Context: an optimization exercise on an open-source flow, tuned for small area, a short achievable clock period and few clock cycles. The choices shown serve that exercise and are no tape-out recipe.
In this exercise RTL edits were held to simulation tests only and were not proved equivalent to the original.
No activity file was given, so power comes from the tool's default toggle rates.

lane 4:
Design mmrc_mix, start of the top module:
module mmrc_mix (
    input  wire        clk,
    input  wire        rst,           
    input  wire        cmd_valid,
    output wire        cmd_ready,
    input  wire [31:0] cmd_word,
    output wire        resp_valid,
    output wire [31:0] resp_word
);
    localparam [4:0] OP_NOP       = 5'h00;
    localparam [4:0] OP_ERR_READ  = 5'h06;
    localparam [4:0] OP_ERR_CLEAR = 5'h07;
    localparam [4:0] OP_CFG_WRITE = 5'h0C;
    localparam [4:0] OP_CFG_READ  = 5'h0D;
    localparam [4:0] OP_MIX_RATE  = 5'h18;
    localparam [4:0] OP_MIX_LEVEL = 5'h19;
    localparam [4:0] OP_MIX_COMB  = 5'h1A;
    localparam [4:0] OP_MIX_READ  = 5'h1B;
    function is_lfo(input [2:0] m);
        is_lfo = (m == 3'd3) | (m == 3'd4) | (m == 3'd6);
    endfunction
    function is_act(input [2:0] m);
        is_act = (m != 3'd0) & (m != 3'd7);
    endfunction
    function [1:0] kind_code(input [2:0] m);
        kind_code = {is_lfo(m), is_act(m) & ~is_lfo(m)};
    endfunction
    function [15:0] clamp15(input [18:0] x);
        clamp15 = x[18] ? 16'd0 : (x[17:15] != 3'd0) ? 16'h7FFF : {1'b0, x[14:0]};
    endfunction
  ...
Settings: LEC_CHECK=0, ABC_AREA=1, CAP_MARGIN=20, CORE_MARGIN=2, CORE_UTILIZATION=58, PLACE_DENSITY=0.7, SLEW_MARGIN=20; clock period 16.0 ns.
standard.sh (not shown) runs the stock make flow with config.mk's settings and CLKGATE_MAP_FILE= SYNTH_SCRIPT=/design/flow/synth_recipe.tcl, a recipe that flattens the netlist after the stock synthesis.
==> flow/flow/run.sh <==
#!/bin/bash
# The standard layout (standard synthesis, floorplan, placement, CTS, routing),
# run by the standard.sh. The floorplan step's timing repair (gate sizing,
# buffer removal, pin swaps on the synthesised netlist) is asked to leave a
# setup margin of 10.5 ns, and the repair after CTS and global routing a margin
# of 9.5 ns, so the netlist is sized for a shorter achieved period than the
# clock's. The clock period and the constraints are the design's. Each
# standard.sh call's output is in its own log; ORFS keeps each step's log
# under orfs/logs.
set -euo pipefail
bash standard.sh SETUP_SLACK_MARGIN=10.5 synth floorplan > standard_floorplan.log 2>&1
bash standard.sh SETUP_SLACK_MARGIN=9.5 finish > standard.log 2>&1
Testbench counts of lane 4, summed over its fixed seeds: cycles 18,407.
> inputs changed (lane 4 -> lane 1)
Settings: an added TNS_END_PERCENT of 0.
-- flow/flow/run.sh --
<<< lane 4, line 6
# of 9.5 ns, so the netlist is sized for a shorter achieved period than the
>>> lane 1, line 6
# of 10.0 ns, so the netlist is sized for a shorter achieved period than the
<<< lane 4, line 12
bash standard.sh SETUP_SLACK_MARGIN=9.5 finish > standard.log 2>&1
>>> lane 1, line 12
bash standard.sh SETUP_SLACK_MARGIN=10.0 finish > standard.log 2>&1
Notes after the runs:
- Relative to lane 4, relative contribution of sequential cells to total power has gone up in lane 1.
- Summary of the comparison: non-clock buffer count is lower in lane 1, relative to lane 4.
- Result for lane 4 and lane 1: all clean
- Area occupied by multi-input gates: lane 4 and lane 1 compared, lower one is lane 1

---

Starting RTL as in the previous note.
==> flow/config.mk <==
export PLATFORM = sky130hd
export DESIGN_NAME = mmrc_mix
export DESIGN_NICKNAME = mmrc_mix
export VERILOG_FILES = /design/flow/design.v
export SDC_FILE = /design/flow/constraint.sdc
export NUM_CORES = 4
export LEC_CHECK = 0
export ABC_AREA = 1
export CAP_MARGIN = 20
export CORE_MARGIN = 2
export CORE_UTILIZATION = 58
export PLACE_DENSITY = 0.7
export SLEW_MARGIN = 20
==> flow/constraint.sdc <==
create_clock -name core_clock -period 16.0 [get_ports {clk}]
set_input_delay 3.2000 -clock core_clock [delete_from_list [all_inputs] [get_ports {clk}]]
set_output_delay 3.2000 -clock core_clock [all_outputs]
set_load 0.01 [all_outputs]
==> flow/flow/run.sh <==
#!/bin/bash
# The standard layout (standard synthesis, floorplan, placement, CTS, routing),
# run by the standard.sh. The floorplan step's timing repair (gate sizing,
# buffer removal, pin swaps on the synthesised netlist) is asked to leave a
# setup margin of 10.5 ns, and the repair after CTS and global routing a margin
# of 8.5 ns, so the netlist is sized for a shorter achieved period than the
# clock's. The clock period and the constraints are the design's. Each
# standard.sh call's output is in its own log; ORFS keeps each step's log
# under orfs/logs.
set -euo pipefail
bash standard.sh SETUP_SLACK_MARGIN=10.5 synth floorplan > standard_floorplan.log 2>&1
bash standard.sh SETUP_SLACK_MARGIN=8.5 finish > standard.log 2>&1
Testbench counts at the start, summed over its fixed seeds: cycles 18,407.
Rerun with:
==> flow/flow/run.sh (replaced) <==
#!/bin/bash
# The standard layout (standard synthesis, floorplan, placement, CTS, routing),
# run by the standard.sh. The floorplan step's timing repair (gate sizing,
# buffer removal, pin swaps on the synthesised netlist) is asked to leave a
# setup margin of 10.5 ns, and the repair after CTS and global routing a margin
# of 9.0 ns, so the netlist is sized for a shorter achieved period than the
# clock's. The clock period and the constraints are the design's. Each
# standard.sh call's output is in its own log; ORFS keeps each step's log
# under orfs/logs.
set -euo pipefail
bash standard.sh SETUP_SLACK_MARGIN=10.5 synth floorplan > standard_floorplan.log 2>&1
bash standard.sh SETUP_SLACK_MARGIN=9.0 finish > standard.log 2>&1
- CORE_UTILIZATION: 58 -> 64
- PLACE_DENSITY: 0.7 -> 0.75
- TNS_END_PERCENT: unset -> 0
After rerunning: The new run completed with no timing, DRC or antenna violations. Via count climbs by about 3%. Worst setup slack improved by 0.18 ns. Routed wire length increases by about 0.8%. Sequential share of layout area barely changes. Clock power shrinks by about 4%. Hold slack hardly moves. Sequential cell count is unchanged. Non-clock buffer count goes up by 34. Cell count drops by 1.1%. Sequential power barely changes.
Rerun with:
==> flow/flow/run.sh (replaced) <==
#!/bin/bash
# The standard layout (standard synthesis, floorplan, placement, CTS, routing),
# run by the standard.sh. The floorplan step's timing repair (gate sizing,
# buffer removal, pin swaps on the synthesised netlist) is asked to leave a
# setup margin of 10.5 ns, and the repair after CTS and global routing a margin
# of 9.5 ns, so the netlist is sized for a shorter achieved period than the
# clock's. The clock period and the constraints are the design's. Each
# standard.sh call's output is in its own log; ORFS keeps each step's log
# under orfs/logs.
set -euo pipefail
bash standard.sh SETUP_SLACK_MARGIN=10.5 synth floorplan > standard_floorplan.log 2>&1
bash standard.sh SETUP_SLACK_MARGIN=9.5 finish > standard.log 2>&1
- CORE_UTILIZATION: 64 -> 58
- PLACE_DENSITY: 0.75 -> 0.7
Effect: The new run finished with timing, DRC and antenna clean; fmax came out higher by 1.7%; synthesized area does not change; routed wire length rises by 1.4%; global-route usage went down by 3.5 points; total power climbs by 1.8%; design area grows by 0.77%; cell count rises by 1.8%; combinational power climbs by 5.0%; sequential power hardly moves.
Rerun with:
==> flow/flow/run.sh (replaced) <==
#!/bin/bash
# The standard layout (standard synthesis, floorplan, placement, CTS, routing),
# run by the standard.sh. The floorplan step's timing repair (gate sizing,
# buffer removal, pin swaps on the synthesised netlist) is asked to leave a
# setup margin of 11.5 ns, and the repair after CTS and global routing a margin
# of 9.0 ns, so the netlist is sized for a shorter achieved period than the
# clock's. The clock period and the constraints are the design's. Each
# standard.sh call's output is in its own log; ORFS keeps each step's log
# under orfs/logs.
set -euo pipefail
bash standard.sh SETUP_SLACK_MARGIN=11.5 synth floorplan > standard_floorplan.log 2>&1
bash standard.sh SETUP_SLACK_MARGIN=9.0 finish > standard.log 2>&1
- TNS_END_PERCENT: 0 -> unset
What happened:
- via count is lower by 0.82%
- setup slack gains 0.021 ns
- final area went up by 3.3%
- count of clock-buffer cells in the layout grows by 2
- core utilization goes up by 2.1 points
- global-route usage falls by 1.4 points
- power increases by 0.54%
- die area is unchanged
- sequential power is about the same
- non-clock buffer count went down by 30
- first-iteration DRC count shrinks by 2.8%

==> what the ideal ports hide <==
Ports are ideal in the flow. The routed layouts listed here were re-timed in OpenROAD.
Step 1 (the two cells are an assumption about what drives the block):
set clk [get_ports {clk}]
set_driving_cell -lib_cell sky130_fd_sc_hd__clkbuf_16 $clk
set_driving_cell -lib_cell sky130_fd_sc_hd__buf_2 [delete_from_list [all_inputs] $clk]
Step 2 adds t to the input delays and takes it off the output delays; t is the mean of the earliest and latest rising clock arrival at the registers after step 1. Input paths then give back, and output paths get back, about the clock's delay inside the block.
a / b / c = no drivers / after step 1 / after step 2; a / b = the first two.
run	t (ns)	setup WS [ns]	worst hold slack (ns)	clock arrival spread, ns	slew at the worst register clock pin (ns)
lane 4	0.739	8.943 / 8.867 / 8.928	0.449 / 0.449 / 0.449	0.046 / 0.046	0.07 / 0.07
lane 1	0.736	8.785 / 8.707 / 8.202	0.443 / 0.443 / 0.443	0.053 / 0.053	0.07 / 0.07
the first run of note 2	0.738	8.479 / 8.404 / 8.078	0.449 / 0.449 / 0.449	0.041 / 0.040	0.07 / 0.07
the second run of note 2	0.717	8.662 / 8.592 / 8.212	0.446 / 0.446 / 0.446	0.056 / 0.056	0.07 / 0.07
the third run of note 2	0.736	8.785 / 8.707 / 8.202	0.443 / 0.443 / 0.443	0.053 / 0.053	0.07 / 0.07
the fourth run of note 2	0.725	8.806 / 8.734 / 8.349	0.450 / 0.450 / 0.450	0.035 / 0.036	0.07 / 0.07
After both steps every run listed still meets setup and hold.
